From an optimization exercise on the open Yosys and OpenROAD flow, aimed at small area, a short achievable clock period and few clock cycles; shortcuts taken in it are not production practice.
Function was checked by simulation only, so behaviour that the tests miss may differ from the original.

[flow/config.mk]
export PLATFORM = sky130hd
export DESIGN_NAME = bcd_calc
export DESIGN_NICKNAME = bcd_calc
export VERILOG_FILES = /design/flow/design.v
export SDC_FILE = /design/flow/constraint.sdc
export NUM_CORES = 4
export LEC_CHECK = 0
export CAP_MARGIN = 20
export CORE_MARGIN = 2
export CORE_UTILIZATION = 40
export SLEW_MARGIN = 20
[flow/constraint.sdc]
create_clock -name core_clock -period 40.0 [get_ports {clk}]
set_input_delay 8.0000 -clock core_clock [delete_from_list [all_inputs] [get_ports {clk}]]
set_output_delay 8.0000 -clock core_clock [all_outputs]
set_load 0.01 [all_outputs]
[flow/run.sh]
#!/bin/bash
# synth_recipe.tcl (not shown) runs the flow's synth.tcl, then flattens the netlist and writes it again
# the make line also repeats each setting of config.mk as NAME=value (left out here)
make -C /OpenROAD-flow-scripts/flow DESIGN_CONFIG=/design/flow/config.mk WORK_HOME=/design/flow/orfs CLKGATE_MAP_FILE= SYNTH_SCRIPT=/design/flow/synth_recipe.tcl finish
[flow/design.v]
module bcd_calc (
    input  wire        clk,
    input  wire        rst,
    input  wire        cmd_valid,
    input  wire [15:0] cmd,
    output wire        cmd_ready,
    input  wire        ibuf_we,
    input  wire [3:0]  ibuf_addr,
    input  wire [7:0]  ibuf_wdata,
    output wire [7:0]  ibuf_rdata,
    input  wire [3:0]  rd_addr,
    output wire [64:0] rd_data,
    output wire [7:0]  status
);
    localparam [64:0] TRUE_ZERO = {1'b0, 56'd0, 8'd128};
    localparam [2:0] S_IDLE  = 3'd0,
                     S_CLR   = 3'd1,
                     S_PARSE = 3'd2,
                     S_Y     = 3'd3,
                     S_X     = 3'd4,
                     S_E     = 3'd5;
    function [3:0] dig_dbl;
        input [3:0] d;
        input [3:0] lo;
        begin
            dig_dbl[3] = (d[2] & ~d[1] & ~d[0]) | (d[3] & d[0]);
            dig_dbl[2] = (~d[2] & d[1]) | (d[1] & d[0]) | (d[3] & ~d[0]);
            dig_dbl[1] = (~d[3] & ~d[2] & d[0]) | (d[2] & d[1] & ~d[0]) | (d[3] & ~d[0]);
            dig_dbl[0] = lo[3] | (lo[2] & (lo[1] | lo[0]));
        end
    endfunction
    function [3:0] dig_x5;
        input [3:0] d;
        input [3:0] lo;
        reg [2:0] h;
        begin
            h = lo[3:1];
            dig_x5[3] = d[0] & (h[2] | (h[1] & h[0]));
            dig_x5[2] = d[0] ? ~(h[2] | (h[1] & h[0])) : h[2];
            dig_x5[1] = d[0] ? (h[1] ^ h[0]) : h[1];
            dig_x5[0] = d[0] ^ h[0];
        end
    endfunction
    function [59:0] dbl15;
        input [59:0] a;
        integer k;
        begin
            for (k = 0; k < 15; k = k + 1)
                dbl15[4*k +: 4] = dig_dbl(a[4*k +: 4], (k == 0) ? 4'd0 : a[4*k-4 +: 4]);
        end
    endfunction
    function [59:0] x5_15;
        input [59:0] a;
        integer k;
        begin
            for (k = 0; k < 15; k = k + 1)
                x5_15[4*k +: 4] = dig_x5(a[4*k +: 4], (k == 0) ? 4'd0 : a[4*k-4 +: 4]);
        end
    endfunction
    function [64:0] badd;
        input [63:0] a;
        input [63:0] b;
        input        sub;
        input        cin;
        integer k, d;
        reg [3:0]  x, y, pp, gg, r;
        reg [15:0] G, P;
        reg [63:0] pb, gb;
        reg [16:0] c;
        reg        c1, c2, c3;
        begin
            for (k = 0; k < 16; k = k + 1) begin
                x = a[4*k +: 4];
                if (!sub) x = {x[3] ^ (x[2] | x[1]), ~(x[2] ^ x[1]), ~x[1], x[0]};
                y = sub ? ~b[4*k +: 4] : b[4*k +: 4];
                pp = x ^ y;
                gg = x & y;
                pb[4*k +: 4] = pp;
                gb[4*k +: 4] = gg;
                G[k] = gg[3] | (pp[3] & gg[2]) | (pp[3] & pp[2] & gg[1]) | (pp[3] & pp[2] & pp[1] & gg[0]);
                P[k] = &pp;
            end
            G[0] = G[0] | (P[0] & cin);
            for (d = 1; d < 16; d = d * 2)
                for (k = 15; k >= d; k = k - 1) begin
                    G[k] = G[k] | (P[k] & G[k-d]);
                    P[k] = P[k] & P[k-d];
                end
            c[0] = cin;
            for (k = 1; k <= 16; k = k + 1) c[k] = G[k-1];
            for (k = 0; k < 16; k = k + 1) begin
                pp = pb[4*k +: 4];
                gg = gb[4*k +: 4];
                c1 = gg[0] | (pp[0] & c[k]);
                c2 = gg[1] | (pp[1] & gg[0]) | (pp[1] & pp[0] & c[k]);
                c3 = gg[2] | (pp[2] & gg[1]) | (pp[2] & pp[1] & gg[0]) | (pp[2] & pp[1] & pp[0] & c[k]);
                r = pp ^ {c3, c2, c1, c[k]};
                if (!c[k+1]) r = {~(r[3] ^ (r[2] & r[1])), r[2] ^ r[1], ~r[1], r[0]};
                badd[4*k +: 4] = r;
            end
            badd[64] = c[16];
        end
    endfunction
    function ge56;
        input [55:0] a;
        input [55:0] b;
        integer k, w;
        reg [63:0] gt, eq;
        begin
            gt = 64'd0;
            eq = {64{1'b1}};
            for (k = 0; k < 56; k = k + 1) begin
                gt[k] = a[k] & ~b[k];
                eq[k] = ~(a[k] ^ b[k]);
            end
            for (w = 1; w < 64; w = w * 2)
                for (k = 0; k + w < 64; k = k + 2 * w) begin
                    gt[k] = gt[k + w] | (eq[k + w] & gt[k]);
                    eq[k] = eq[k + w] & eq[k];
                end
            ge56 = gt[0] | eq[0];
        end
    endfunction
    function is_digit;
        input [7:0] ch;
        is_digit = (ch[7:4] == 4'h3) && (!ch[3] || (ch[2:1] == 2'b00));
    endfunction
    reg [64:0] dr [0:15];
    reg [7:0]  ibuf [0:15];
    reg [7:0]  status_r;
    reg [2:0]  state;
    reg        idle;
    reg        o_par, o_add, o_sub, o_mul, o_div;
    reg [3:0]  rd_r;               
    reg [3:0]  rs1_r;
    reg [3:0]  ia;                 
    reg        ys_r, yz_r;         
    reg [55:0] my_r;
    reg [7:0]  ey_r;
    reg [63:0] ra;                 
    reg [55:0] rb;                 
    reg        xs_r;
    reg [7:0]  xe_r;               
    reg [3:0]  sh;                 
    reg        eff_r;              
    reg [2:0]  cnt;
    reg [3:0]  dcnt;
    reg        lz;                 
    reg        first;              
    assign cmd_ready  = idle;
    assign ibuf_rdata = ibuf[ibuf_addr];
    assign status     = status_r;
    wire [3:0]  pa = idle ? rd_addr : ia;
    wire [64:0] pv = dr[pa];
    assign rd_data = pv;
    wire        px_s = pv[64];
    wire [55:0] px_m = pv[63:8];
    wire [7:0]  px_e = pv[7:0];
    wire        px_z = (px_m == 56'd0);
    wire [3:0] c_op  = cmd[15:12];
    wire       c_par = (c_op == 4'h1) && (cmd[7:0] == 8'h00);
    wire       c_ari = (c_op == 4'h2) || (c_op == 4'h3) || (c_op == 4'h4) || (c_op == 4'h5);
    wire [59:0] m1 = {4'd0, my_r};
    wire [59:0] m2 = dbl15(m1);
    wire [59:0] m4 = dbl15(m2);
    wire [59:0] m8 = dbl15(m4);
    wire [59:0] m5 = x5_15(m1);
    wire [64:0] m3c = badd({4'd0, m2}, {4'd0, m1}, 1'b0, 1'b0);
    wire [64:0] m7c = badd({4'd0, m5}, {4'd0, m2}, 1'b0, 1'b0);
    wire [64:0] m9c = badd({4'd0, m5}, {4'd0, m4}, 1'b0, 1'b0);
    wire [59:0] m3 = m3c[59:0];
    wire [59:0] m6 = dbl15(m3);
    wire [59:0] m7 = m7c[59:0];
    wire [59:0] m9 = m9c[59:0];
    wire [59:0] rr = ra[59:0];
    wire [7:0]  rt = rr[59:52];
    wire [9:1]  ck;
    reg  [7:0]  t3, t6, t7, t9;
    always @(posedge clk) begin
        t3 <= m3[59:52];
        t6 <= m6[59:52];
        t7 <= m7[59:52];
        t9 <= m9[59:52];
    end
    assign ck[1] = rt >= m1[59:52];
    assign ck[2] = rt >= m2[59:52];
    assign ck[3] = rt >= t3;
    assign ck[4] = rt >= m4[59:52];
    assign ck[5] = rt >= m5[59:52];
    assign ck[6] = rt >= t6;
    assign ck[7] = rt >= t7;
    assign ck[8] = rt >= m8[59:52];
    assign ck[9] = rt >= t9;
    wire [3:0] qc = ck[9] ? 4'd9 : ck[8] ? 4'd8 : ck[7] ? 4'd7 : ck[6] ? 4'd6 :
                    ck[5] ? 4'd5 : ck[4] ? 4'd4 : ck[3] ? 4'd3 : ck[2] ? 4'd2 :
                    ck[1] ? 4'd1 : 4'd0;
    wire [3:0] qc1 = qc - 4'd1;
    wire [3:0] sda = o_div ? qc  : rb[3:0];
    wire [3:0] sdb = o_div ? qc1 : rb[7:4];
    function [59:0] msel;
        input [3:0]  s;
        input [59:0] q1, q2, q3, q4, q5, q6, q7, q8, q9;
        begin
            case (s)
            4'd1: msel = q1;
            4'd2: msel = q2;
            4'd3: msel = q3;
            4'd4: msel = q4;
            4'd5: msel = q5;
            4'd6: msel = q6;
            4'd7: msel = q7;
            4'd8: msel = q8;
            4'd9: msel = q9;
            default: msel = 60'd0;
            endcase
        end
    endfunction
    wire [59:0] ma = msel(sda, m1, m2, m3, m4, m5, m6, m7, m8, m9);
    wire [59:0] mb = msel(sdb, m1, m2, m3, m4, m5, m6, m7, m8, m9);
    wire        x_gt_e = px_e > ey_r;
    wire        x_eq_e = px_e == ey_r;
    wire [7:0]  ed     = x_gt_e ? (px_e - ey_r) : (ey_r - px_e);
    wire        far    = ed > 8'd14;
    wire        xbig   = x_gt_e || (x_eq_e && ge56(px_m, my_r));
    wire        effadd = o_sub ? (px_s != ys_r) : (px_s == ys_r);
    wire [64:0] y_neg  = {ys_r ^ o_sub, my_r, ey_r};
    wire [63:0] s16 = {rb, 8'd0} >> {sh, 2'b00};
    wire [63:0] aa_a = o_div ? {4'd0, rr} : o_mul ? {8'd0, ra[59:4]} : ra;
    wire [63:0] aa_b = o_add ? s16 : {4'd0, ma};
    wire        aa_s = o_div || (o_add && !eff_r);
    wire [64:0] aa   = badd(aa_a, aa_b, aa_s, aa_s);
    wire [63:0] ab_a = o_div ? {4'd0, rr} : {8'd0, aa[59:4]};
    wire [64:0] ab   = badd(ab_a, {4'd0, mb}, o_div, o_div);
    wire        d_brw = !aa[64];
    wire [3:0]  qd    = d_brw ? qc1 : qc;
    wire [55:0] d_rem = d_brw ? ab[55:0] : aa[55:0];
    wire signed [9:0] div_e = $signed({2'd0, xe_r}) - $signed({2'd0, ey_r}) + 10'sd128
                              - (lz ? 10'sd1 : 10'sd0);
    wire [63:0] acc      = {ab[59:0], aa[3:0]};
    wire        acc_lead = (acc[63:60] != 4'd0);
    wire signed [9:0] mul_e = $signed({2'd0, xe_r}) + $signed({2'd0, ey_r}) - 10'sd128
                              + (acc_lead ? 10'sd1 : 10'sd0);
    wire [55:0] mul_m = acc_lead ? acc[63:8] : acc[59:4];
    wire        as_cy = eff_r && aa[64];
    wire [63:0] as_v  = as_cy ? {4'd1, aa[63:4]} : aa[63:0];
    wire        has_e = (ibuf[12] == 8'h45);
    reg  [14:0] f_sp, f_dig, f_dot;
    reg  [3:0]  f_val [0:15];
    reg  [15:0] dot_le;            
    reg  [59:0] pg;                
    reg         p_bad;
    reg  [3:0]  p_ni;              
    reg         p_ni_done;
    integer f;
    always @(*) begin
        for (f = 0; f < 15; f = f + 1) begin
            if (has_e && f >= 11) begin
                f_sp[f]  = 1'b1;
                f_dig[f] = 1'b0;
                f_dot[f] = 1'b0;
            end else begin
                f_sp[f]  = (ibuf[f+1] == 8'h20);
                f_dig[f] = is_digit(ibuf[f+1]);
                f_dot[f] = (ibuf[f+1] == 8'h2E);
            end
            f_val[f] = f_dig[f] ? ibuf[f+1][3:0] : 4'd0;
        end
        f_val[15] = 4'd0;
        p_bad = f_sp[0] || !(|f_dig);
        dot_le[0] = f_dot[0];
        for (f = 1; f < 15; f = f + 1) begin
            dot_le[f] = dot_le[f-1] | f_dot[f];
            if (f_dot[f] && dot_le[f-1]) p_bad = 1'b1;
        end
        dot_le[15] = 1'b1;
        for (f = 0; f < 15; f = f + 1) begin
            if (!(f_sp[f] || f_dig[f] || f_dot[f])) p_bad = 1'b1;
            if (f < 14 && f_sp[f] && !f_sp[f+1]) p_bad = 1'b1;
            pg[59 - 4*f -: 4] = dot_le[f] ? f_val[f+1] : f_val[f];
        end
        p_ni = 4'd15;
        p_ni_done = 1'b0;
        for (f = 0; f < 15; f = f + 1) begin
            if (!p_ni_done && (f_sp[f] || f_dot[f])) begin
                p_ni = f[3:0];
                p_ni_done = 1'b1;
            end
        end
    end
    wire p_pre = ((ibuf[0] == 8'h20) || (ibuf[0] == 8'h2D)) &&
                 (!has_e || (((ibuf[13] == 8'h2B) || (ibuf[13] == 8'h2D)) &&
                             is_digit(ibuf[14]) && is_digit(ibuf[15])));
    wire p_ok = p_pre && !p_bad;
    wire [6:0] p_mag = {ibuf[14][3:0], 3'd0} + {2'd0, ibuf[14][3:0], 1'b0} + {3'd0, ibuf[15][3:0]};
    wire [7:0] p_e0  = !has_e ? 8'd128 :
                       (ibuf[13] == 8'h2B) ? (8'd128 + {1'b0, p_mag}) : (8'd128 - {1'b0, p_mag});
    wire [63:0] nv = o_par ? {pg, 4'd0} : as_v;
    reg  [3:0]  nz;
    reg         nz_done;
    integer z;
    always @(*) begin
        nz = 4'd15;
        nz_done = 1'b0;
        for (z = 0; z < 15; z = z + 1) begin
            if (!nz_done && nv[63 - 4*z -: 4] != 4'd0) begin
                nz = z[3:0];
                nz_done = 1'b1;
            end
        end
    end
    wire        n_zero = (nv == 64'd0);
    wire [63:0] n_sh   = nv << {nz, 2'b00};
    wire signed [9:0] as_e = $signed({2'd0, xe_r}) + (as_cy ? 10'sd1 : 10'sd0)
                             - $signed({6'd0, nz});
    wire [7:0] p_e = p_e0 + {4'd0, p_ni} - 8'd1 - {4'd0, nz};
    reg        w_en;
    reg [64:0] w_val;
    reg [7:0]  w_st;
    reg        done;
    always @(*) begin
        w_en  = 1'b0;
        w_val = TRUE_ZERO;
        w_st  = 8'h00;
        done  = 1'b0;
        case (state)
        S_CLR: begin
            w_en = 1'b1;
        end
        S_PARSE: begin
            done = 1'b1;
            if (!p_ok) w_st = 8'h04;
            else begin
                w_en = 1'b1;
                if (!n_zero) w_val = {ibuf[0] == 8'h2D, n_sh[63:8], p_e};
            end
        end
        S_X: begin
            if (o_add) begin
                if (yz_r) begin
                    w_en = 1'b1;
                    done = 1'b1;
                    if (!px_z) w_val = pv;
                end else if (px_z) begin
                    w_en = 1'b1;
                    done = 1'b1;
                    w_val = y_neg;
                end else if (far) begin
                    w_en = 1'b1;
                    done = 1'b1;
                    w_val = xbig ? pv : y_neg;
                end
            end else if (o_mul) begin
                if (yz_r || px_z) begin
                    w_en = 1'b1;
                    done = 1'b1;
                end
            end else begin
                if (yz_r) begin
                    w_en  = 1'b1;
                    done  = 1'b1;
                    w_val = {px_s ^ ys_r, 56'd0, 8'd0};
                    w_st  = 8'h01;
                end else if (px_z) begin
                    w_en = 1'b1;
                    done = 1'b1;
                end
            end
        end
        S_E: begin
            if (o_add) begin
                done = 1'b1;
                w_en = 1'b1;
                if (!n_zero) begin
                    w_val = {xs_r, n_sh[63:8], as_e[7:0]};
                    w_st  = (as_e < 10'sd1 || as_e > 10'sd255) ? 8'h02 : 8'h00;
                end
            end else if (o_mul) begin
                if (cnt == 3'd6) begin
                    w_en  = 1'b1;
                    done  = 1'b1;
                    w_val = {xs_r ^ ys_r, mul_m, mul_e[7:0]};
                    w_st  = (mul_e < 10'sd1 || mul_e > 10'sd255) ? 8'h02 : 8'h00;
                end
            end else begin
                if (dcnt == 4'd13) begin
                    w_en  = 1'b1;
                    done  = 1'b1;
                    w_val = {xs_r ^ ys_r, rb[51:0], qd, div_e[7:0]};
                    w_st  = (div_e < 10'sd1 || div_e > 10'sd255) ? 8'h02 : 8'h00;
                end
            end
        end
        default: ;
        endcase
    end
    always @(posedge clk) begin
        if (w_en) dr[rd_r] <= w_val;
        if (state == S_CLR)
            ibuf[rd_r] <= 8'h00;
        else if (ibuf_we && idle)
            ibuf[ibuf_addr] <= ibuf_wdata;
    end
    always @(posedge clk) begin
        if (rst) begin
            state    <= S_CLR;
            idle     <= 1'b0;
            rd_r     <= 4'd0;
            status_r <= 8'h00;
        end else begin
            case (state)
            S_CLR: begin
                rd_r <= rd_r + 4'd1;
                if (rd_r == 4'd15) begin
                    state <= S_IDLE;
                    idle  <= 1'b1;
                end
            end
            S_IDLE: begin
                if (cmd_valid) begin
                    rd_r  <= cmd[11:8];
                    rs1_r <= cmd[7:4];
                    ia    <= cmd[3:0];
                    o_par <= c_par;
                    o_add <= (c_op == 4'h2) || (c_op == 4'h3);
                    o_sub <= (c_op == 4'h3);
                    o_mul <= (c_op == 4'h4);
                    o_div <= (c_op == 4'h5);
                    if (c_par || c_ari) begin
                        idle  <= 1'b0;
                        state <= c_par ? S_PARSE : S_Y;
                    end else begin
                        status_r <= 8'h10;
                    end
                end
            end
            S_Y: begin
                ia    <= rs1_r;
                ys_r  <= px_s;
                my_r  <= px_m;
                ey_r  <= px_e;
                yz_r  <= px_z;
                ra    <= 64'd0;
                state <= S_X;
            end
            S_X: begin
                xs_r <= px_s;
                xe_r <= px_e;
                cnt  <= 3'd0;
                lz   <= 1'b0;
                dcnt <= 4'd0;
                if (o_add) begin
                    ra    <= {xbig ? px_m : my_r, 8'd0};
                    rb    <= xbig ? my_r : px_m;
                    xe_r  <= xbig ? px_e : ey_r;
                    xs_r  <= effadd ? px_s : (px_s ^ !xbig);
                    sh    <= ed[3:0];
                    eff_r <= effadd;
                end else begin
                    if (o_div) ra[59:0] <= {4'd0, px_m};
                    rb <= px_m;
                end
                first <= 1'b1;
                state <= S_E;
            end
            S_E: begin
                if (o_mul) begin
                    ra[59:0] <= ab[59:0];
                    rb  <= {8'd0, rb[55:8]};
                    cnt <= cnt + 3'd1;
                end else if (o_div) begin
                    ra[59:0] <= {d_rem, 4'd0};
                    if (first && qd == 4'd0) lz <= 1'b1;
                    else begin
                        rb   <= {rb[51:0], qd};
                        dcnt <= dcnt + 4'd1;
                    end
                end
                first <= 1'b0;
            end
            default: ;
            endcase
            if (done) begin
                status_r <= w_st;
                state    <= S_IDLE;
                idle     <= 1'b1;
            end
        end
    end
endmodule
==> metrics.md, run 1 <==
| Metric | Value |
|---|---|
| TritonCTS sink count | 1429 |
| Post-CTS repair timing setup buffer count | 0 |
| Start point of the critical path | rd_addr[0] |
| Global route total overflow | 0 |
| Site Rows | 190 |
| Number of H-tree levels | 4 |
| Outcome | no timing/DRC/antenna violations |
| Main area contributors after synthesis | edfxtp_1 39%, ha_1 8.1%, mux4_2 6.3% |
| Summed instance area of the synthesized netlist | 108000 um2 |
| Destination of the worst register-to-register timing path | dr[0][5] |
| EDFF count, synth | 1390 |
| Simple-gate area share of the yosys netlist | 0.118 |
| Post-synthesis average cell area | 10.2 um2 |
| Number of cells on the worst reg-to-reg path | 72 |
| Count of nets left with antenna violations after detail routing | 0 |
| Crit Reg-Reg Startpoint | my_r[46] |
| Maximum clock skew at final layout | 0.0962 ns |
| Commonest cells after routing, fill and taps aside | 1390 x edfxtp_1, 877 x nor2_1, 812 x a21oi_1 |
| Share of synthesized cell area in full adder, half adder and majority cells | 0.0970 |
| Share of the clock period used by the worst path after layout | 0.565 |
| Final slew viol count | 0 |
| Initial core utilization | 0.402 |
| Post-Syn Instances | 10600 |
| Die boundary height | 522 um |
| Reg-to-reg slack, setup | 17.74 ns |
| Buffer cell driving the clock tree root | clkbuf_16 |
| Placed cell areas | 115000 um2 |
| Required time worst endpoint | 32.00 ns |
| Post-synthesis mux area share | 0.105 |
| Post-route insts no fill | 14400 |
| Fillers | 25300 |
| DRC | 0 |
| Weighted congestion reported at the end of routability-driven placement | 1.05 |
| DRC violation total after the first TritonRoute iteration | 13500 |
| Synthesized flop and latch total | 1429 |
| Wire length of the first global-routing pass | 757000 um |
| Num ports | 118 |
| Wire length per cell | 38.6 um |
| Crit path capture type | primary output |
| Share of flip-flops with an asynchronous set or reset after synthesis | 0 |
| Number of hold violations in the final report | 0 |
| Cell variety after synth | 122 |
| Fraction of layout instances using a drive strength above 1 | 0.126 |
| Maximum clock rate | 0.0443 GHz |
| Transition time of the tightest slew-check pin | 1.33 ns |
| Clock insertion delay at the later pin of the skew report | 0.89 ns |
| Clock buffer count from CTS | 163 |
| Number of vias in the routed layout | 97300 |
| Largest family of logic cells by synthesized area | compound AO/OA/AOI/OAI gates |
| Type of the tightest min-delay check | register to register |
| Hold Buf Count CTS | 0 |
| Total Die Area | 273000 um2 |
| Storage element area | 42500 um2 |
| Clock input transition at the sequential cells of the worst setup and hold paths | 0.06 ns |
| Vias/cell | 6.78 |
| Synth top area share | 0.388 |
| Number of global-route vias before repair | 92300 |
| Global routing usage summed across all routing layers | 0.395 |
| Worst path setup slack after routing | 17.41 ns |
| Critical Setup Path Class | input pin to primary output |
| Gates resized, CTS repair | 0 |
| Headroom to the max-slew limit | 0.109 |
| Core region area | 268000 um2 |
| CTS Buffer Depth | 4 |
| Area fraction in compound gates after synthesis | 0.197 |
| Top_reg_cell synth | edfxtp_1 |
| Maximum number of pins on one net before global-route repair | 116 |
| Largest area contributor in the netlist | edfxtp_1 |
| Area added between synthesis and finish | 11.9% |
| Category of the worst setup path launch point | input pin |
| Cell area after layout | 120000 um2 |
| Final HPWL from detailed placement | 414000 um |
| Arrival time of data at the critical path endpoint | 14.59 ns |
| Min cycle time layout | 22.59 ns |
| Final count of negative-setup-slack endpoints | 0 |
| CTS tree | done |
| Number of detailed-route iterations in the first pass | 7 |
| Cell count after placement | 14000 |
| Synth warnings | 3 |
| Maximum Capacitance Violations | 0 |
| Final net count | 11500 |
| Die X-Extent | 522 um |
| Maximum fanout along the worst path | 43 |
| Number of antenna violations at the first check in global routing | 35 |
| Share of synthesized area occupied by flip-flops and latches | 0.395 |
| Post-placement worst setup slack | 17.27 ns |
| Accumulated negative setup slack | 0 ns |
| Most common cell after layout, fill and taps aside | edfxtp_1 |
| Input/output buffers | 113 |
| Total wire length after detailed routing | 554000 um |
| Share of the synthesized netlist area taken by xor and xnor gates | 0.0479 |
| Setup repair after global routing missed its margin | false |
| Capturing element of the worst setup path | rd_data[22] |
| Area occupied by multi-input gates | 61700 um2 |
[state kept, by name, summed over array words and instances (netlist names), 4 cells and up]
name and count:
dcnt 4, ia 4, t6 5, xe_r 8
rd_r 4, ra 64, ibuf 128, status_r 4
sh 4, dr 1040, ey_r 8, rs1_r 4
t7 8, t3 6, my_r 56, rb 56
t9 8
[synth_stat cells (170+ instances only)]
master	instances
ha_1	694
a21o_1	210
nor3_1	173
clkbuf_1	472
a211oi_1	266
o21ai_0	581
xor2_1	172
a21oi_1	817
o22ai_1	170
mux2i_1	319
edfxtp_1	1390
mux4_2	302
nor2_1	907
inv_1	432
nand2_1	817
xnor2_1	412
[worst min path at each step]
| stage | from | endpoint | slack (ns) | depth (start not counted) |
|---|---|---|---|---|
| global placement | rs1_r[2] | ia[2] | 0.54 | 1 |
| floorplan | status_r[4] | status_r[4] | 0.47 | 2 |
| CTS | rs1_r[1] | ia[1] | 0.53 | 1 |
| global route | rs1_r[2] | ia[2] | 0.57 | 1 |
| detailed placement | rs1_r[2] | ia[2] | 0.54 | 1 |
| finish | rs1_r[1] | ia[1] | 0.54 | 1 |
[metal layers]
| layer | global-route usage | vias to the layer above | share of wire |
|---|---|---|---|
| met5 | 0 | - | 0.00016 |
| met4 | 0.254 | 10 | 0.079 |
| met3 | 0.0940 | 1372 | 0.11 |
| met2 | 0.575 | 6377 | 0.42 |
| met1 | 0.526 | 48900 | 0.40 |
| li1 | - | 40600 | - |
[cell families (layout without fill, tap and decap cells)]
group / count (synthesis) / after routing
AOI/OAI and AO/OA: 3213 / 3213
xor gates and xnor gates: 586 / 586
adders and majority gates: 781 / 781
buffers and inverters: 1086 / 1310
DFF: 1429 / 1429
muxes: 735 / 735
other: 1 / 17
and+or+nand+nor: 2732 / 2732
[metrics by stage]
stage | util | hold slack [ns]
3_5_place_dp | 0.429 | 0.541
4_1_cts | 0.449 | 0.528
6_report | 0.449 | 0.539
5_1_grt | 0.449 | 0.566
3_3_place_gp | 0.429 | 0.536
2_1_floorplan | - | 0.470
[worst max-delay path: stages]
cell and delay (ns):
clkdlybuf4s50_1 0.46, mux2i_4 0.15, buf_4 0.60, buf_4 0.75, buf_4 0.69, buf_4 0.70, buf_4 0.80, mux4_2 0.35
and2_1 0.13, a211oi_1 0.07, a31oi_2 0.96, clkdlybuf4s50_1 0.72
[final cells by class]
cell class	instances	share of cell area
Multi-Input combinational cell	8051	0.513
Sequential cell	1429	0.354
Timing Repair Buffer	559	0.0376
Tap cell	3552	0.0369
Clock buffer	197	0.0358
Inverter	457	0.0143
Clock inverter	97	0.00892
Antenna cell	13	0.000270
Testbench counts, summed over its fixed seeds: cycles 12,004.
==> run 2, diff against run 1 <==
--- a/flow/design.v
+++ b/flow/design.v
@@ -133,7 +133,7 @@
     reg        o_par, o_add, o_sub, o_mul, o_div;
     reg [3:0]  rd_r;               
     reg [3:0]  rs1_r;
-    reg [3:0]  ia;                 
+    reg [15:0] ia;                 
     reg        ys_r, yz_r;         
     reg [55:0] my_r;
     reg [7:0]  ey_r;
@@ -146,13 +146,19 @@
     reg [2:0]  cnt;
     reg [3:0]  dcnt;
     reg        lz;                 
-    reg        first;              
     assign cmd_ready  = idle;
     assign ibuf_rdata = ibuf[ibuf_addr];
     assign status     = status_r;
-    wire [3:0]  pa = idle ? rd_addr : ia;
-    wire [64:0] pv = dr[pa];
-    assign rd_data = pv;
+    reg  [64:0] rsel;
+    wire [15:0] sel = idle ? (16'd1 << rd_addr) : ia;
+    integer r;
+    always @(*) begin
+        rsel = 65'd0;
+        for (r = 0; r < 16; r = r + 1)
+            rsel = rsel | ({65{sel[r]}} & dr[r]);
+    end
+    assign rd_data = rsel;
+    wire [64:0] pv = rsel & {65{!idle}};
     wire        px_s = pv[64];
     wire [55:0] px_m = pv[63:8];
     wire [7:0]  px_e = pv[7:0];
@@ -221,7 +227,9 @@
     wire        x_eq_e = px_e == ey_r;
     wire [7:0]  ed     = x_gt_e ? (px_e - ey_r) : (ey_r - px_e);
     wire        far    = ed > 8'd14;
-    wire        xbig   = x_gt_e || (x_eq_e && ge56(px_m, my_r));
+    wire        mx_ge  = ge56(px_m, my_r);
+    wire        x_lt_y = !mx_ge;
+    wire        xbig   = x_gt_e || (x_eq_e && mx_ge);
     wire        effadd = o_sub ? (px_s != ys_r) : (px_s == ys_r);
     wire [64:0] y_neg  = {ys_r ^ o_sub, my_r, ey_r};
     wire [63:0] s16 = {rb, 8'd0} >> {sh, 2'b00};
@@ -294,7 +302,8 @@
     wire [6:0] p_mag = {ibuf[14][3:0], 3'd0} + {2'd0, ibuf[14][3:0], 1'b0} + {3'd0, ibuf[15][3:0]};
     wire [7:0] p_e0  = !has_e ? 8'd128 :
                        (ibuf[13] == 8'h2B) ? (8'd128 + {1'b0, p_mag}) : (8'd128 - {1'b0, p_mag});
-    wire [63:0] nv = o_par ? {pg, 4'd0} : as_v;
+    wire [63:0] nv = (idle || o_par) ? {pg, 4'd0} :
+                     o_div ? {rb, 8'd0} : as_v;
     reg  [3:0]  nz;
     reg         nz_done;
     integer z;
@@ -326,6 +335,16 @@
         S_CLR: begin
             w_en = 1'b1;
         end
+        S_IDLE: begin
+            if (cmd_valid && c_par && !ibuf_we) begin
+                done = 1'b1;
+                if (!p_ok) w_st = 8'h04;
+                else begin
+                    w_en = 1'b1;
+                    if (!n_zero) w_val = {ibuf[0] == 8'h2D, n_sh[63:8], p_e};
+                end
+            end
+        end
         S_PARSE: begin
             done = 1'b1;
             if (!p_ok) w_st = 8'h04;
@@ -387,14 +406,20 @@
                     done  = 1'b1;
                     w_val = {xs_r ^ ys_r, rb[51:0], qd, div_e[7:0]};
                     w_st  = (div_e < 10'sd1 || div_e > 10'sd255) ? 8'h02 : 8'h00;
+                end else if (rr == 60'd0) begin
+                    w_en  = 1'b1;
+                    done  = 1'b1;
+                    w_val = {xs_r ^ ys_r, n_sh[63:8], div_e[7:0]};
+                    w_st  = (div_e < 10'sd1 || div_e > 10'sd255) ? 8'h02 : 8'h00;
                 end
             end
         end
         default: ;
         endcase
     end
+    wire [3:0] wa = idle ? cmd[11:8] : rd_r;
     always @(posedge clk) begin
-        if (w_en) dr[rd_r] <= w_val;
+        if (w_en) dr[wa] <= w_val;
         if (state == S_CLR)
             ibuf[rd_r] <= 8'h00;
         else if (ibuf_we && idle)
@@ -419,22 +444,22 @@
                 if (cmd_valid) begin
                     rd_r  <= cmd[11:8];
                     rs1_r <= cmd[7:4];
-                    ia    <= cmd[3:0];
+                    ia    <= 16'd1 << cmd[3:0];
                     o_par <= c_par;
                     o_add <= (c_op == 4'h2) || (c_op == 4'h3);
                     o_sub <= (c_op == 4'h3);
                     o_mul <= (c_op == 4'h4);
                     o_div <= (c_op == 4'h5);
-                    if (c_par || c_ari) begin
+                    if (c_ari || (c_par && ibuf_we)) begin
                         idle  <= 1'b0;
                         state <= c_par ? S_PARSE : S_Y;
-                    end else begin
+                    end else if (!c_par) begin
                         status_r <= 8'h10;
                     end
                 end
             end
             S_Y: begin
-                ia    <= rs1_r;
+                ia    <= 16'd1 << rs1_r;
                 ys_r  <= px_s;
                 my_r  <= px_m;
                 ey_r  <= px_e;
@@ -455,11 +480,13 @@
                     xs_r  <= effadd ? px_s : (px_s ^ !xbig);
                     sh    <= ed[3:0];
                     eff_r <= effadd;
-                end else begin
-                    if (o_div) ra[59:0] <= {4'd0, px_m};
+                end else if (o_mul) begin
                     rb <= px_m;
+                end else begin
+                    ra[59:0] <= x_lt_y ? {px_m, 4'd0} : {4'd0, px_m};
+                    lz       <= x_lt_y;
+                    rb       <= 56'd0;
                 end
-                first <= 1'b1;
                 state <= S_E;
             end
             S_E: begin
@@ -469,13 +496,9 @@
                     cnt <= cnt + 3'd1;
                 end else if (o_div) begin
                     ra[59:0] <= {d_rem, 4'd0};
-                    if (first && qd == 4'd0) lz <= 1'b1;
-                    else begin
-                        rb   <= {rb[51:0], qd};
-                        dcnt <= dcnt + 4'd1;
-                    end
+                    rb   <= {rb[51:0], qd};
+                    dcnt <= dcnt + 4'd1;
                 end
-                first <= 1'b0;
             end
             default: ;
             endcase
==> flow/flow/run.sh (new file) <==
#!/bin/bash
# The standard layout (the standard.sh, unchanged synthesis), with the
# timing repair asked to leave a larger setup margin than the default and
# allowed to resize cells across footprints, so that the resizer works on
# the paths that set the achieved period.
set -euo pipefail
bash standard.sh ABC_AREA=1 SETUP_SLACK_MARGIN=22 TNS_END_PERCENT=100 MATCH_CELL_FOOTPRINT=0 finish > standard_flow.log 2>&1
==> flow/standard.sh (new file) <==
#!/bin/bash
# synth_recipe.tcl (not shown) runs the flow's synth.tcl, then flattens the netlist and writes it again
# the make line also repeats each setting of config.mk as NAME=value (left out here)
make -C /OpenROAD-flow-scripts/flow DESIGN_CONFIG=/design/flow/config.mk WORK_HOME=/design/flow/orfs CLKGATE_MAP_FILE= SYNTH_SCRIPT=/design/flow/synth_recipe.tcl "${@:-finish}"
removed: flow/run.sh
==> metrics.md, run 2 <==
| Metric | Value |
|---|---|
| Number of global-route vias before repair | 103000 |
| Area added between synthesis and finish | 16.6% |
| Vias/cell | 6.48 |
| Transition time of the tightest slew-check pin | 1.36 ns |
| Top_reg_cell synth | edfxtp_1 |
| Summed instance area of the synthesized netlist | 110000 um2 |
| Number of vias in the routed layout | 115000 |
| Clock input transition at the sequential cells of the worst setup and hold paths | 0.06 ns |
| Core utilization of the finished layout | 0.468 |
| DRC | 0 |
| Final net count | 14800 |
| Synth top area share | 0.384 |
| Met2 Use GR | 0.599 |
| Fillers | 26700 |
| Accumulated negative setup slack | 0 ns |
| Setup repair after global routing missed its margin | true |
| Synth warnings | 3 |
| Clock insertion delay at the later pin of the skew report | 0.96 ns |
| Wire length of the first global-routing pass | 828000 um |
| Fraction of layout instances using a drive strength above 1 | 0.112 |
| Number of H-tree levels | 4 |
| Start point of the worst min-delay path | status_r[4] |
| GR Util met3 | 0.134 |
| Crit path cell chain | buf_8 -> nor2_4 -> clkinvlp_4 -> buf_6 -> buf_8 -> o21ai_4 -> buf_12 -> buf_12 -> buf_6 -> buf_16 -> buf_4 -> nand2_4 -> nand2_2 -> a21oi_2 -> nand3_1 -> a221oi_2 -> nand4_1 -> buf_6 -> buf_6 |
| Capturing element of the worst setup path | rd_data[30] |
| Synthesized flop and latch total | 1440 |
| Post-Syn Instances | 13600 |
| Cell variety after synth | 86 |
| Min cycle time layout | 18.41 ns |
| Final slew viol count | 0 |
| Flip-flop count of the largest register, all copies and words added | 1040 |
| CTS Buffer Depth | 4 |
| Maximum number of pins on one net before global-route repair | 118 |
| Category of the worst setup path launch point | input pin |
| Number of detailed-route iterations in the first pass | 9 |
| Type of the tightest min-delay check | register to register |
| Most numerous cell in the Yosys netlist | nand2_1 |
| Weighted congestion reported at the end of routability-driven placement | 1.13 |
| GRT busiest layer | met2 |
| Clock buffer count from CTS | 164 |
| Fraction of met1 tracks used by global routing | 0.532 |
| Count of nets left with antenna violations after detail routing | 0 |
| Crit path capture type | primary output |
| EDFF count, synth | 1401 |
| CTS tree | done |
| Post-synthesis average cell area | 8.05 um2 |
| Crit Reg-Reg Startpoint | my_r[49] |
| Maximum clock rate | 0.0543 GHz |
| Arrival time of data at the critical path endpoint | 10.41 ns |
| Share of the clock period used by the worst path after layout | 0.460 |
| Maximum fanout along the worst path | 7 |
| Num ports | 118 |
| Number of antenna violations at the first check in global routing | 51 |
| Most common cell after layout, fill and taps aside | nand2_1 |
| Register with the highest flop count | dr |
| Input/output buffers | 113 |
| Final-layout worst hold slack | 0.458 ns |
| Largest registers | dr: 1040 flops, ibuf: 128 flops, ra: 64 flops |
| Main area contributors after synthesis | edfxtp_1 38%, nand2_1 10%, ha_1 7.9% |
| Maximum Capacitance Violations | 0 |
| Total wire length after detailed routing | 613000 um |
| Most common cell type on the critical path | buf_6 |
| Max stage delay cell, worst path | a221oi_2 |
| Reg-to-reg slack, setup | 22.10 ns |
| Worst path max stage delay | 0.34 ns |
| Wire length per cell | 34.5 um |
| DRC violation total after the first TritonRoute iteration | 19800 |
| Site Rows | 192 |
| Global route total overflow | 0 |
| Global routing usage summed across all routing layers | 0.422 |
| Outcome | no timing/DRC/antenna violations |
| Maximum clock skew at final layout | 0.121 ns |
| Number of cells on the worst reg-to-reg path | 68 |
| Final HPWL from detailed placement | 434000 um |
| Most numerous cell types in the synthesized netlist | 2977 x nand2_1, 1543 x inv_1, 1401 x edfxtp_1 |
| Final count of negative-setup-slack endpoints | 0 |
| Die X-Extent | 527 um |
| Share of synthesized area occupied by flip-flops and latches | 0.391 |
| Total Die Area | 278000 um2 |
| Critical Setup Path Class | input pin to primary output |
| Hold Buf Count CTS | 0 |
| Headroom to the max-slew limit | 0.0806 |
| Core region area | 273000 um2 |
| Required time worst endpoint | 32.00 ns |
| Buffer cell driving the clock tree root | clkbuf_16 |
| Largest area contributor in the netlist | edfxtp_1 |
| Destination of the worst register-to-register timing path | ra[55] |
| TritonCTS sink count | 1440 |
| Initial core utilization | 0.401 |
| Die boundary height | 527 um |
| Commonest cells after routing, fill and taps aside | 2893 x nand2_1, 1516 x inv_1, 1401 x edfxtp_1 |
| Number of hold violations in the final report | 0 |
| Start point of the critical path | rd_addr[3] |
| Share of flip-flops with an asynchronous set or reset after synthesis | 0 |
[run 2: per-layer routing]
layer | wire length [um] | part of all wire
met1 | 222000 | 0.36
met2 | 247000 | 0.40
met3 | 85700 | 0.14
met4 | 58100 | 0.095
met5 | 127 | 0.00021
[run 2: critical path: cells and delay by family]
family	cells	cell delay, ns
buf+inv	11	1.43
compound gates	3	0.51
simple gates	5	0.44
[run 2: cells by family (layout without fill, tap and decap cells)]
logic type                 after synthesis  after routing  synth area share
and+or+nand+nor                       5303           5303             0.205
adders and majority gates              780            780            0.0950
AOI/OAI and AO/OA                     3301           3302             0.185
DFF                                   1440           1440             0.391
xor gates and xnor gates               521            521            0.0416
buffers and inverters                 2236           2765            0.0790
muxes                                   33             33           0.00301
other                                    1             34         0.0000342
[run 2: repair_timing]
item / in CTS / in global routing
endpoints found under the setup margin: 692 / 1154
resized for setup: 625 / 293
pin swaps: 123 / 112
hold endpoints to repair: 0 / 0
setup buffers: 327 / 111
gates cloned: 39 / 4
[run 2: cell type report]
| type | instances | area (um2) | share of cell area |
|---|---|---|---|
| Tap cell | 3589 | 4490 | 0.0351 |
| Clock inverter | 97 | 1060 | 0.00833 |
| Timing Repair Buffer | 863 | 8400 | 0.0657 |
| Sequential cell | 1440 | 42900 | 0.335 |
| Antenna cell | 30 | 75.1 | 0.000587 |
| Inverter | 1603 | 6340 | 0.0496 |
| Clock buffer | 192 | 4240 | 0.0332 |
| Multi-Input combinational cell | 9943 | 60300 | 0.471 |
| Timing Repair inverter | 10 | 100 | 0.000783 |
[run 2: through the flow]
step / instance area [um2] / setup WS [ns] / instances
floorplan: 110000 / 22.01 / 13600
global placement: 115000 / 19.24 / 17000
detailed placement: 115000 / 19.30 / 17000
CTS: 126000 / 21.73 / 17600
global route: 128000 / 21.61 / 17700
finish: 128000 / 21.59 / 17800
[run 2: how the worst min path moves through the flow]
stage                  endpoint  slack, ns  depth (start not counted)
CTS                 status_r[4]       0.47                          2
floorplan               rd_r[3]       0.45                          2
detailed placement  status_r[4]       0.45                          2
global placement    status_r[2]       0.45                          2
global route        status_r[1]       0.49                          2
finish              status_r[4]       0.46                          2
Testbench counts of run 2, summed over its fixed seeds: cycles 10,945.
==> run 3, diff against run 2 <==
--- a/flow/design.v
+++ b/flow/design.v
@@ -174,29 +174,25 @@
     wire [64:0] m3c = badd({4'd0, m2}, {4'd0, m1}, 1'b0, 1'b0);
     wire [64:0] m7c = badd({4'd0, m5}, {4'd0, m2}, 1'b0, 1'b0);
     wire [64:0] m9c = badd({4'd0, m5}, {4'd0, m4}, 1'b0, 1'b0);
-    wire [59:0] m3 = m3c[59:0];
+    reg  [59:0] m3, m7, m9;
+    always @(posedge clk) begin
+        m3 <= m3c[59:0];
+        m7 <= m7c[59:0];
+        m9 <= m9c[59:0];
+    end
     wire [59:0] m6 = dbl15(m3);
-    wire [59:0] m7 = m7c[59:0];
-    wire [59:0] m9 = m9c[59:0];
     wire [59:0] rr = ra[59:0];
     wire [7:0]  rt = rr[59:52];
     wire [9:1]  ck;
-    reg  [7:0]  t3, t6, t7, t9;
-    always @(posedge clk) begin
-        t3 <= m3[59:52];
-        t6 <= m6[59:52];
-        t7 <= m7[59:52];
-        t9 <= m9[59:52];
-    end
     assign ck[1] = rt >= m1[59:52];
     assign ck[2] = rt >= m2[59:52];
-    assign ck[3] = rt >= t3;
+    assign ck[3] = rt >= m3[59:52];
     assign ck[4] = rt >= m4[59:52];
     assign ck[5] = rt >= m5[59:52];
-    assign ck[6] = rt >= t6;
-    assign ck[7] = rt >= t7;
+    assign ck[6] = rt >= m6[59:52];
+    assign ck[7] = rt >= m7[59:52];
     assign ck[8] = rt >= m8[59:52];
-    assign ck[9] = rt >= t9;
+    assign ck[9] = rt >= m9[59:52];
     wire [3:0] qc = ck[9] ? 4'd9 : ck[8] ? 4'd8 : ck[7] ? 4'd7 : ck[6] ? 4'd6 :
                     ck[5] ? 4'd5 : ck[4] ? 4'd4 : ck[3] ? 4'd3 : ck[2] ? 4'd2 :
                     ck[1] ? 4'd1 : 4'd0;
==> flow/flow/run.sh (replaced) <==
#!/bin/bash
# The standard layout (the standard.sh, unchanged synthesis), with the
# timing repair asked to leave a larger setup margin than the default and
# allowed to resize cells across footprints, so that the resizer works on
# the paths that set the achieved period.
set -euo pipefail
bash standard.sh SETUP_SLACK_MARGIN=22 TNS_END_PERCENT=100 MATCH_CELL_FOOTPRINT=0 finish > standard_flow.log 2>&1
--- a/flow/config.mk
+++ b/flow/config.mk
@@ -5,7 +5,8 @@
 export SDC_FILE = /design/flow/constraint.sdc
 export NUM_CORES = 4
 export LEC_CHECK = 0
+export ABC_AREA = 1
 export CAP_MARGIN = 20
 export CORE_MARGIN = 2
-export CORE_UTILIZATION = 40
+export CORE_UTILIZATION = 55
 export SLEW_MARGIN = 20
==> metrics.md, run 3 <==
| Metric | Value |
|---|---|
| Outcome | stopped before the end |
| Stop stage | global routing (5_1_grt) |
| Error message | [ERROR GRT-0116] Global routing finished with congestion. Check the congestion regions in the DRC Viewer. |
| Global routing usage summed across all routing layers | 0.735 |
| Share of synthesized area occupied by flip-flops and latches | 0.411 |
| Die boundary height | 454 um |
| Final HPWL from detailed placement | 448000 um |
| TritonCTS sink count | 1589 |
| Clock buffer count from CTS | 169 |
| Buffer cell driving the clock tree root | clkbuf_16 |
| Input/output buffers | 113 |
| Post-synthesis average cell area | 8.36 um2 |
| Weighted congestion reported at the end of routability-driven placement | 1.16 |
| Most numerous cell in the Yosys netlist | nand2_1 |
| Cell variety after synth | 80 |
| Die X-Extent | 454 um |
| Main area contributors after synthesis | edfxtp_1 38%, nand2_1 8.3%, ha_1 7.8% |
| Initial core utilization | 0.553 |
| Post-placement worst setup slack | 19.22 ns |
| EDFF count, synth | 1401 |
| CTS Buffer Depth | 3 |
| Synthesized flop and latch total | 1589 |
| Maximum number of pins on one net before global-route repair | 103 |
| Share of flip-flops with an asynchronous set or reset after synthesis | 0 |
| Num ports | 118 |
| Site Rows | 165 |
| Hold Buf Count CTS | 0 |
| Summed instance area of the synthesized netlist | 112000 um2 |
| Number of global-route vias before repair | 129000 |
| Synth top area share | 0.377 |
| Largest area contributor in the netlist | edfxtp_1 |
| Most numerous cell types in the synthesized netlist | 2474 x nand2_1, 1633 x inv_1, 1401 x edfxtp_1 |
| Wire length of the first global-routing pass | 1060000 um |
| Post-Syn Instances | 13400 |
| Top_reg_cell synth | edfxtp_1 |
| Global route total overflow | 8 |
| Synth warnings | 3 |
| Number of H-tree levels | 4 |
-- run 3: cell count changes after synthesis, moves of 34 or more --
cell      before   now
buf_2         51    85
xor2_1       336   376
clkbuf_1     480   431
o21ai_0     1124  1036
o22ai_1      220   302
a21oi_1      844   754
nand4_1      201   153
inv_1       1543  1633
dfxtp_1       39   188
nor2_1       930  1044
a22o_1       129   184
nand3_1      842   722
nand2_1     2977  2474
a221oi_1     290   330
-- run 3: worst max path at each step --
stage / from / endpoint / cells after the start
2_1_floorplan: rd_addr[3] / rd_data[5] / 12
3_3_place_gp: my_r[54] / dr[0][7] / 80
3_5_place_dp: my_r[54] / dr[3][7] / 80
4_1_cts: rd_addr[3] / rd_data[7] / 12
-- run 3: cells by family after synthesis --
group / Yosys count / synth area share
AOI/OAI and AO/OA: 3352 / 0.189
xor gates and xnor gates: 555 / 0.0436
adders and majority gates: 783 / 0.0937
buffers and inverters: 2320 / 0.0804
DFF: 1589 / 0.411
muxes: 41 / 0.00378
other: 1 / 0.0000336
and+or+nand+nor: 4710 / 0.178
-- run 3: what timing repair did --
action / 4_1_cts
buffers inserted: 176
setup endpoints to repair: 1100
pin swaps: 123
hold endpoints to repair: 0
gates resized for setup: 717
cloned: 47
-- run 3: metrics by stage --
stage,hold slack [ns],cell area (um2),utilization,std cells
4_1_cts,0.516,126000,0.625,16300
3_5_place_dp,0.496,116000,0.574,15800
3_3_place_gp,0.466,116000,0.574,15800
2_1_floorplan,0.453,112000,-,13400
-- run 3: routing by layer --
metal  global-route usage  overflow
met1                0.785         0
met2                0.849         2
met3                0.609         4
met4                0.641         2
met5                0.384         0
Testbench counts of run 3, summed over its fixed seeds: cycles 10,945.
==> run 4, diff against run 3 <==
==> flow/flow/run.sh (replaced) <==
#!/bin/bash
# The standard layout (the standard.sh, unchanged synthesis), with the
# timing repair asked to leave a larger setup margin than the default, so
# that the resizer works on the paths that set the achieved period.
set -euo pipefail
bash standard.sh SETUP_SLACK_MARGIN=21 TNS_END_PERCENT=100 finish > standard_flow.log 2>&1
--- a/flow/config.mk
+++ b/flow/config.mk
@@ -5,8 +5,7 @@
 export SDC_FILE = /design/flow/constraint.sdc
 export NUM_CORES = 4
 export LEC_CHECK = 0
-export ABC_AREA = 1
 export CAP_MARGIN = 20
 export CORE_MARGIN = 2
-export CORE_UTILIZATION = 55
+export CORE_UTILIZATION = 40
 export SLEW_MARGIN = 20
==> metrics.md, run 4 <==
| Metric | Value |
|---|---|
| Outcome | no timing/DRC/antenna violations |
| Share of synthesized area occupied by flip-flops and latches | 0.419 |
| Largest registers | dr: 1040 flops, ibuf: 128 flops, ra: 64 flops |
| Share of the synthesized netlist area taken by xor and xnor gates | 0.0444 |
| Share of synthesized cell area in full adder, half adder and majority cells | 0.0958 |
| Input/output buffers | 113 |
| Number of vias in the routed layout | 102000 |
| Crit Reg-Reg Startpoint | my_r[51] |
| Largest family of logic cells by synthesized area | compound AO/OA/AOI/OAI gates |
| Count of nets left with antenna violations after detail routing | 0 |
| Wire length of the first global-routing pass | 769000 um |
| Flip-flop count of the largest register, all copies and words added | 1040 |
| EDFF count, synth | 1401 |
| Transition time of the tightest slew-check pin | 1.37 ns |
| Maximum Capacitance Violations | 0 |
| Share of the clock period used by the worst path after layout | 0.476 |
| Setup repair after global routing missed its margin | false |
| Type of the tightest min-delay check | register to register |
| Simple-gate area share of the yosys netlist | 0.120 |
| Die X-Extent | 527 um |
| Start point of the critical path | rd_addr[3] |
| Global route total overflow | 0 |
| Post-synthesis mux area share | 0.0560 |
| Maximum number of pins on one net before global-route repair | 111 |
| Area added between synthesis and finish | 12.3% |
| Category of the worst setup path launch point | input pin |
| Headroom to the max-slew limit | 0.0865 |
| Clock input transition at the sequential cells of the worst setup and hold paths | 0.06 ns |
| Fraction of met1 tracks used by global routing | 0.512 |
| Destination of the worst register-to-register timing path | status_r[1] |
| Placed cell areas | 116000 um2 |
| DRC violation total after the first TritonRoute iteration | 16600 |
| Number of global-route vias before repair | 95300 |
| CTS Buffer Depth | 4 |
| Synth warnings | 3 |
| Post-Syn Instances | 11100 |
| Cell area after layout | 123000 um2 |
| Maximum clock skew at final layout | 0.100 ns |
| Most numerous cell types in the synthesized netlist | 1401 x edfxtp_1, 987 x nor2_1, 836 x a21oi_1 |
| Weighted congestion reported at the end of routability-driven placement | 1.08 |
| Reg-to-reg slack, setup | 21.63 ns |
| Die boundary height | 527 um |
| Number of H-tree levels | 4 |
| Num ports | 118 |
| Area fraction in compound gates after synthesis | 0.221 |
| Initial core utilization | 0.403 |
| Required time worst endpoint | 32.00 ns |
| Crit path capture type | primary output |
| DRC | 0 |
| GRT busiest layer | met2 |
| Start point of the worst min-delay path | status_r[2] |
| Number of antenna violations at the first check in global routing | 43 |
| Total Die Area | 278000 um2 |
| Register with the highest flop count | dr |
| Fillers | 25500 |
| Main area contributors after synthesis | edfxtp_1 38%, ha_1 8.0%, a21oi_1 3.8% |
| Met2 Use GR | 0.571 |
| Maximum fanout along the worst path | 43 |
| Maximum clock rate | 0.0525 GHz |
| Summed instance area of the synthesized netlist | 109000 um2 |
| Clock buffer count from CTS | 182 |
| Number of detailed-route iterations in the first pass | 7 |
| Critical Setup Path Class | input pin to primary output |
| GR Util met3 | 0.102 |
| Most numerous cell in the Yosys netlist | edfxtp_1 |
| Synth top area share | 0.385 |
| Vias/cell | 6.87 |
| Final HPWL from detailed placement | 406000 um |
| Core region area | 271000 um2 |
| Site Rows | 191 |
| Total wire length after detailed routing | 563000 um |
| Global routing usage summed across all routing layers | 0.391 |
| Accumulated negative setup slack | 0 ns |
| TritonCTS sink count | 1589 |
| Area occupied by multi-input gates | 60100 um2 |
| Cell variety after synth | 107 |
| Arrival time of data at the critical path endpoint | 11.04 ns |
| Final slew viol count | 0 |
| Final net count | 12000 |
| Capturing element of the worst setup path | rd_data[5] |
| Commonest cells after routing, fill and taps aside | 1401 x edfxtp_1, 952 x nor2_1, 821 x a21oi_1 |
| Buffer cell driving the clock tree root | clkbuf_16 |
| Synthesized flop and latch total | 1589 |
| CTS tree | done |
| Number of cells on the worst reg-to-reg path | 67 |
| Number of hold violations in the final report | 0 |
| Largest area contributor in the netlist | edfxtp_1 |
| Most common cell after layout, fill and taps aside | edfxtp_1 |
| Min cycle time layout | 19.04 ns |
| Fraction of layout instances using a drive strength above 1 | 0.106 |
| Clock insertion delay at the later pin of the skew report | 0.91 ns |
| Post-synthesis average cell area | 9.82 um2 |
| Top_reg_cell synth | edfxtp_1 |
| Storage element area | 45800 um2 |
| Wire length per cell | 37.8 um |
| Final count of negative-setup-slack endpoints | 0 |
| Share of flip-flops with an asynchronous set or reset after synthesis | 0 |
## run 4: cell families after synthesis
kind of cell,Yosys count
other,1
AOI/OAI and AO/OA,3597
muxes,545
DFF,1589
adders and majority gates,785
and+or+nand+nor,2835
buffers and inverters,1225
xor gates and xnor gates,551
## run 4: repair_timing
action / CTS / global route
pin swaps: 7 / 5
buffers inserted: 13 / 42
setup endpoints to repair: 770 / 775
resized for setup: 106 / 52
cloned: 13 / 0
hold buffers: 0 / 0
## run 4: cell type report
cell class / count / area share
Multi-Input combinational cell: 8330 / 0.490
Sequential cell: 1589 / 0.373
Clock buffer: 220 / 0.0390
Timing Repair Buffer: 531 / 0.0367
Tap cell: 3570 / 0.0364
Inverter: 539 / 0.0165
Clock inverter: 102 / 0.00799
Antenna cell: 21 / 0.000428
## run 4: metal layers
metal	vias up	routed length, um
li1	42500	-
met4	16	44800
met5	-	108
met2	7624	233000
met1	50400	217000
met3	1740	67300
## run 4: how the worst min path moves through the flow
stage	slack, ns	depth (start not counted)	to
CTS	0.60	2	status_r[0]
detailed placement	0.58	2	status_r[0]
global route	0.62	2	status_r[2]
finish	0.59	2	status_r[2]
global placement	0.56	2	status_r[2]
floorplan	0.48	2	status_r[0]
## run 4: critical path: stages
cell	delay [ns]
buf_2	0.32
nor2_4	0.16
a41o_4	0.49
buf_12	0.26
a22o_1	0.33
a221oi_1	0.23
nand3_1	0.14
nor2_2	0.33
inv_1	0.10
clkdlybuf4s50_1	0.50
## run 4: stage by stage
step                      hold slack (ns)  instances  setup WS [ns]   util
after floorplan                     0.481      11100          21.72      -
after global placement              0.557      14500          19.70  0.426
after detailed placement            0.583      14500          19.71  0.427
after CTS                           0.596      14800          21.00  0.450
after global routing                0.617      14900          20.97  0.452
final                               0.588      14900          20.96  0.453
==> run 5, diff against run 4 <==
--- a/flow/design.v
+++ b/flow/design.v
@@ -132,7 +132,6 @@
     reg        idle;
     reg        o_par, o_add, o_sub, o_mul, o_div;
     reg [3:0]  rd_r;               
-    reg [3:0]  rs1_r;
     reg [15:0] ia;                 
     reg        ys_r, yz_r;         
     reg [55:0] my_r;
@@ -150,7 +149,7 @@
     assign ibuf_rdata = ibuf[ibuf_addr];
     assign status     = status_r;
     reg  [64:0] rsel;
-    wire [15:0] sel = idle ? (16'd1 << rd_addr) : ia;
+    wire [15:0] sel = 16'd1 << rd_addr;
     integer r;
     always @(*) begin
         rsel = 65'd0;
@@ -158,7 +157,14 @@
             rsel = rsel | ({65{sel[r]}} & dr[r]);
     end
     assign rd_data = rsel;
-    wire [64:0] pv = rsel & {65{!idle}};
+    reg  [64:0] pv;
+    wire [15:0] isel = idle ? (16'd1 << cmd[3:0]) : ia;
+    always @(*) begin
+        pv = 65'd0;
+        for (r = 0; r < 16; r = r + 1)
+            pv = pv | ({65{isel[r]}} & dr[r]);
+    end
+    wire [64:0] yv = pv;
     wire        px_s = pv[64];
     wire [55:0] px_m = pv[63:8];
     wire [7:0]  px_e = pv[7:0];
@@ -174,25 +180,29 @@
     wire [64:0] m3c = badd({4'd0, m2}, {4'd0, m1}, 1'b0, 1'b0);
     wire [64:0] m7c = badd({4'd0, m5}, {4'd0, m2}, 1'b0, 1'b0);
     wire [64:0] m9c = badd({4'd0, m5}, {4'd0, m4}, 1'b0, 1'b0);
-    reg  [59:0] m3, m7, m9;
-    always @(posedge clk) begin
-        m3 <= m3c[59:0];
-        m7 <= m7c[59:0];
-        m9 <= m9c[59:0];
-    end
+    wire [59:0] m3 = m3c[59:0];
     wire [59:0] m6 = dbl15(m3);
+    wire [59:0] m7 = m7c[59:0];
+    wire [59:0] m9 = m9c[59:0];
     wire [59:0] rr = ra[59:0];
     wire [7:0]  rt = rr[59:52];
     wire [9:1]  ck;
+    reg  [7:0]  t3, t6, t7, t9;
+    always @(posedge clk) begin
+        t3 <= m3[59:52];
+        t6 <= m6[59:52];
+        t7 <= m7[59:52];
+        t9 <= m9[59:52];
+    end
     assign ck[1] = rt >= m1[59:52];
     assign ck[2] = rt >= m2[59:52];
-    assign ck[3] = rt >= m3[59:52];
+    assign ck[3] = rt >= t3;
     assign ck[4] = rt >= m4[59:52];
     assign ck[5] = rt >= m5[59:52];
-    assign ck[6] = rt >= m6[59:52];
-    assign ck[7] = rt >= m7[59:52];
+    assign ck[6] = rt >= t6;
+    assign ck[7] = rt >= t7;
     assign ck[8] = rt >= m8[59:52];
-    assign ck[9] = rt >= m9[59:52];
+    assign ck[9] = rt >= t9;
     wire [3:0] qc = ck[9] ? 4'd9 : ck[8] ? 4'd8 : ck[7] ? 4'd7 : ck[6] ? 4'd6 :
                     ck[5] ? 4'd5 : ck[4] ? 4'd4 : ck[3] ? 4'd3 : ck[2] ? 4'd2 :
                     ck[1] ? 4'd1 : 4'd0;
@@ -439,8 +449,12 @@
             S_IDLE: begin
                 if (cmd_valid) begin
                     rd_r  <= cmd[11:8];
-                    rs1_r <= cmd[7:4];
-                    ia    <= 16'd1 << cmd[3:0];
+                    ia    <= 16'd1 << cmd[7:4];
+                    ys_r  <= yv[64];
+                    my_r  <= yv[63:8];
+                    ey_r  <= yv[7:0];
+                    yz_r  <= (yv[63:8] == 56'd0);
+                    ra    <= 64'd0;
                     o_par <= c_par;
                     o_add <= (c_op == 4'h2) || (c_op == 4'h3);
                     o_sub <= (c_op == 4'h3);
@@ -448,21 +462,12 @@
                     o_div <= (c_op == 4'h5);
                     if (c_ari || (c_par && ibuf_we)) begin
                         idle  <= 1'b0;
-                        state <= c_par ? S_PARSE : S_Y;
+                        state <= c_par ? S_PARSE : S_X;
                     end else if (!c_par) begin
                         status_r <= 8'h10;
                     end
                 end
             end
-            S_Y: begin
-                ia    <= 16'd1 << rs1_r;
-                ys_r  <= px_s;
-                my_r  <= px_m;
-                ey_r  <= px_e;
-                yz_r  <= px_z;
-                ra    <= 64'd0;
-                state <= S_X;
-            end
             S_X: begin
                 xs_r <= px_s;
                 xe_r <= px_e;
--- a/flow/config.mk
+++ b/flow/config.mk
@@ -5,6 +5,7 @@
 export SDC_FILE = /design/flow/constraint.sdc
 export NUM_CORES = 4
 export LEC_CHECK = 0
+export ABC_AREA = 1
 export CAP_MARGIN = 20
 export CORE_MARGIN = 2
 export CORE_UTILIZATION = 40
==> metrics.md, run 5 <==
| Metric | Value |
|---|---|
| Crit path cell chain | clkdlybuf4s15_2 -> inv_2 -> buf_4 -> nor3_4 -> buf_12 -> nand2_4 -> buf_8 -> o2111ai_1 -> clkdlybuf4s50_1 |
| Share of flip-flops with an asynchronous set or reset after synthesis | 0 |
| Largest area contributor in the netlist | edfxtp_1 |
| Setup repair after global routing missed its margin | true |
| Arrival time of data at the critical path endpoint | 11.10 ns |
| Vias/cell | 6.46 |
| Die boundary height | 543 um |
| Global route total overflow | 0 |
| Post-Syn Instances | 15000 |
| Number of global-route vias before repair | 111000 |
| Flip-flop count of the largest register, all copies and words added | 1040 |
| TritonCTS sink count | 1436 |
| Total wire length after detailed routing | 618000 um |
| Worst path setup slack after routing | 20.90 ns |
| Storage element area | 42700 um2 |
| Start point of the worst min-delay path | rd_r[3] |
| Category of the worst setup path launch point | input pin |
| Crit path buffers/inverters | 6 |
| Count of nets left with antenna violations after detail routing | 0 |
| Initial core utilization | 0.401 |
| Post-synthesis average cell area | 7.77 um2 |
| Post-route insts no fill | 19000 |
| Buffer cell driving the clock tree root | clkbuf_16 |
| Maximum clock rate | 0.0524 GHz |
| Cell variety after synth | 82 |
| Register with the highest flop count | dr |
| Die X-Extent | 543 um |
| Maximum clock skew at final layout | 0.0942 ns |
| Weighted congestion reported at the end of routability-driven placement | 1.08 |
| Number of antenna violations at the first check in global routing | 41 |
| Main area contributors after synthesis | edfxtp_1 36%, nand2_1 8.9%, ha_1 7.5% |
| Number of detailed-route iterations in the first pass | 12 |
| Clock input transition at the sequential cells of the worst setup and hold paths | 0.05 ns |
| CTS Buffer Depth | 4 |
| Share of synthesized area occupied by flip-flops and latches | 0.367 |
| Worst path max stage delay | 0.68 ns |
| Final slew viol count | 0 |
| Fillers | 29200 |
| Input/output buffers | 113 |
| Most common cell after layout, fill and taps aside | nand2_1 |
| Share of the clock period used by the worst path after layout | 0.477 |
| Wire length of the first global-routing pass | 849000 um |
| Max stage delay cell, worst path | o2111ai_1 |
| Min cycle time layout | 19.10 ns |
| Area occupied by multi-input gates | 63600 um2 |
| Final HPWL from detailed placement | 436000 um |
| Summed instance area of the synthesized netlist | 116000 um2 |
| Cell count after placement | 18600 |
| Synth warnings | 3 |
| Global routing usage summed across all routing layers | 0.402 |
| Maximum number of pins on one net before global-route repair | 219 |
| Crit Reg-Reg Startpoint | my_r[22] |
| Critical Setup Path Class | input pin to primary output |
| Area added between synthesis and finish | 11.7% |
| Most numerous cell in the Yosys netlist | nand2_1 |
| Type of the tightest min-delay check | register to register |
| Kind of cell adding the most delay to the critical path | buffers and inverters |
| Most numerous cell types in the synthesized netlist | 2760 x nand2_1, 2126 x inv_1, 1397 x edfxtp_1 |
| Number of hold violations in the final report | 0 |
| Accumulated negative setup slack | 0 ns |
| Top_reg_cell synth | edfxtp_1 |
| Final net count | 15800 |
| DRC violation total after the first TritonRoute iteration | 21500 |
| Placed cell areas | 122000 um2 |
| Commonest cells after routing, fill and taps aside | 2738 x nand2_1, 2109 x inv_1, 1397 x edfxtp_1 |
| Wire length per cell | 32.5 um |
| CTS tree | done |
| Required time worst endpoint | 32.00 ns |
| Maximum fanout along the worst path | 44 |
| Headroom to the max-slew limit | 0.0463 |
| Total Die Area | 295000 um2 |
| Post-placement worst setup slack | 19.00 ns |
| Outcome | no timing/DRC/antenna violations |
| Hold Buf Count CTS | 0 |
| DRC | 0 |
| Synthesized flop and latch total | 1436 |
| Clock insertion delay at the later pin of the skew report | 0.90 ns |
| Fraction of layout instances using a drive strength above 1 | 0.0681 |
| Number of vias in the routed layout | 123000 |
| Final count of negative-setup-slack endpoints | 0 |
| Clock buffer count from CTS | 167 |
| Transition time of the tightest slew-check pin | 1.43 ns |
| Site Rows | 198 |
| Final-layout worst hold slack | 0.528 ns |
| Number of H-tree levels | 4 |
| Crit path capture type | primary output |
| Num ports | 118 |
| Synth top area share | 0.361 |
| EDFF count, synth | 1397 |
| Maximum Capacitance Violations | 0 |
| Cell area after layout | 130000 um2 |
| Start point of the critical path | rd_addr[1] |
| Core region area | 290000 um2 |
| Largest registers | dr: 1040 flops, ibuf: 128 flops, ra: 64 flops |
run 5: cell types whose count changed after synthesis, sizes merged, moves of 149 or more:
cell and delta:
xor2 +158, nand3 +695, inv +1635, nand2 +2055
mux2i -325, xnor2 -170, a21o -180, dfxtp -149
a22oi -417, o21ai +637, o22ai +345
run 5: tightest hold or removal path: stages, from the launching register on:
cell     delay (ns)
dfxtp_1        0.34
nand2_1        0.08
a21oi_1        0.06
run 5: metrics by stage:
step	utilization
global route	0.448
floorplan	-
CTS	0.444
detailed placement	0.422
global placement	0.422
finish	0.448
run 5: kinds of logic after synthesis:
kind of cell,synth area share
flip-flops,0.367
AO/OA/AOI/OAI,0.208
buffers and inverters,0.0968
adder cells (fa/ha/maj),0.0895
AND/OR/NAND/NOR,0.194
multiplexers,0.00388
XOR/XNOR,0.0406
other,0.0000322
run 5: metal layers:
| metal | vias up | part of all wire | routed length [um] | GRT usage |
|---|---|---|---|---|
| met5 | - | 0.00020 | 123 | 0 |
| met4 | 16 | 0.095 | 58500 | 0.301 |
| met3 | 2694 | 0.15 | 90200 | 0.130 |
| met2 | 10300 | 0.40 | 246000 | 0.572 |
| met1 | 57300 | 0.36 | 224000 | 0.506 |
| li1 | 52500 | - | - | - |
run 5: final cells by class:
class	count	area share
repair buffers	540	0.0381
multi-input cells	10600	0.489
clock inverters	97	0.00770
well taps	3900	0.0376
diodes	27	0.000520
clock buffers	193	0.0337
inverters	2195	0.0642
flip-flops and latches	1436	0.329
repair inverters	2	0.000125
run 5: path summary, 6_finish.rpt:
path / cells past startpoint / end / slack [ns]
min reg2reg: 2 / rd_r[3] / 0.53
max: 9 / rd_data[33] / 20.90
min: 2 / rd_r[3] / 0.53
max reg2reg: 72 / dr[15][6] / 21.66
run 5: repair_timing:
| action | 4_1_cts | 5_1_grt |
|---|---|---|
| setup endpoints to repair | 130 | 1007 |
| pin swaps | 13 | 11 |
| cloned | 11 | 4 |
| resized for setup | 163 | 138 |
| setup buffers | 19 | 80 |
Testbench counts of run 5, summed over its fixed seeds: cycles 10,068.

## what the ideal ports hide
No port has a modelled driver above. Below, the same layouts with a new extraction and two added sets of constraints. Step 1 (the two cells are an assumption about what drives the block):
set clk [get_ports {clk}]
set_driving_cell -lib_cell sky130_fd_sc_hd__clkbuf_16 $clk
set_driving_cell -lib_cell sky130_fd_sc_hd__buf_2 [delete_from_list [all_inputs] $clk]
Step 2 moves the port delays by t, midway between the first and last clock arrival at a register: inputs arrive t later, outputs are due t later. That takes back most of the time a late clock gives input paths. a / b / c = ideal ports / drivers / drivers and shift; a / b = the first two.
| run | shift t [ns] | setup WS [ns] | clock arrival spread, ns | worst register clock-pin slew, ns | pins driven straight from the clock port |
|---|---|---|---|---|---|
| run 1 | 0.939 | 17.406 / 17.385 / 17.385 | 0.100 / 0.100 | 0.07 / 0.07 | 1 |
| run 2 | 1.004 | 21.589 / 21.540 / 21.016 | 0.121 / 0.121 | 0.07 / 0.07 | 1 |
| run 4 | 0.968 | 20.965 / 20.849 / 20.562 | 0.101 / 0.100 | 0.07 / 0.07 | 1 |
| run 5 | 0.953 | 20.902 / 20.857 / 20.325 | 0.095 / 0.095 | 0.07 / 0.07 | 1 |
After both steps every run listed still meets setup and hold. For run 5, which loses most, drivers alone change the setup slack by -0.045 ns; drivers and shift together by -0.577 ns.
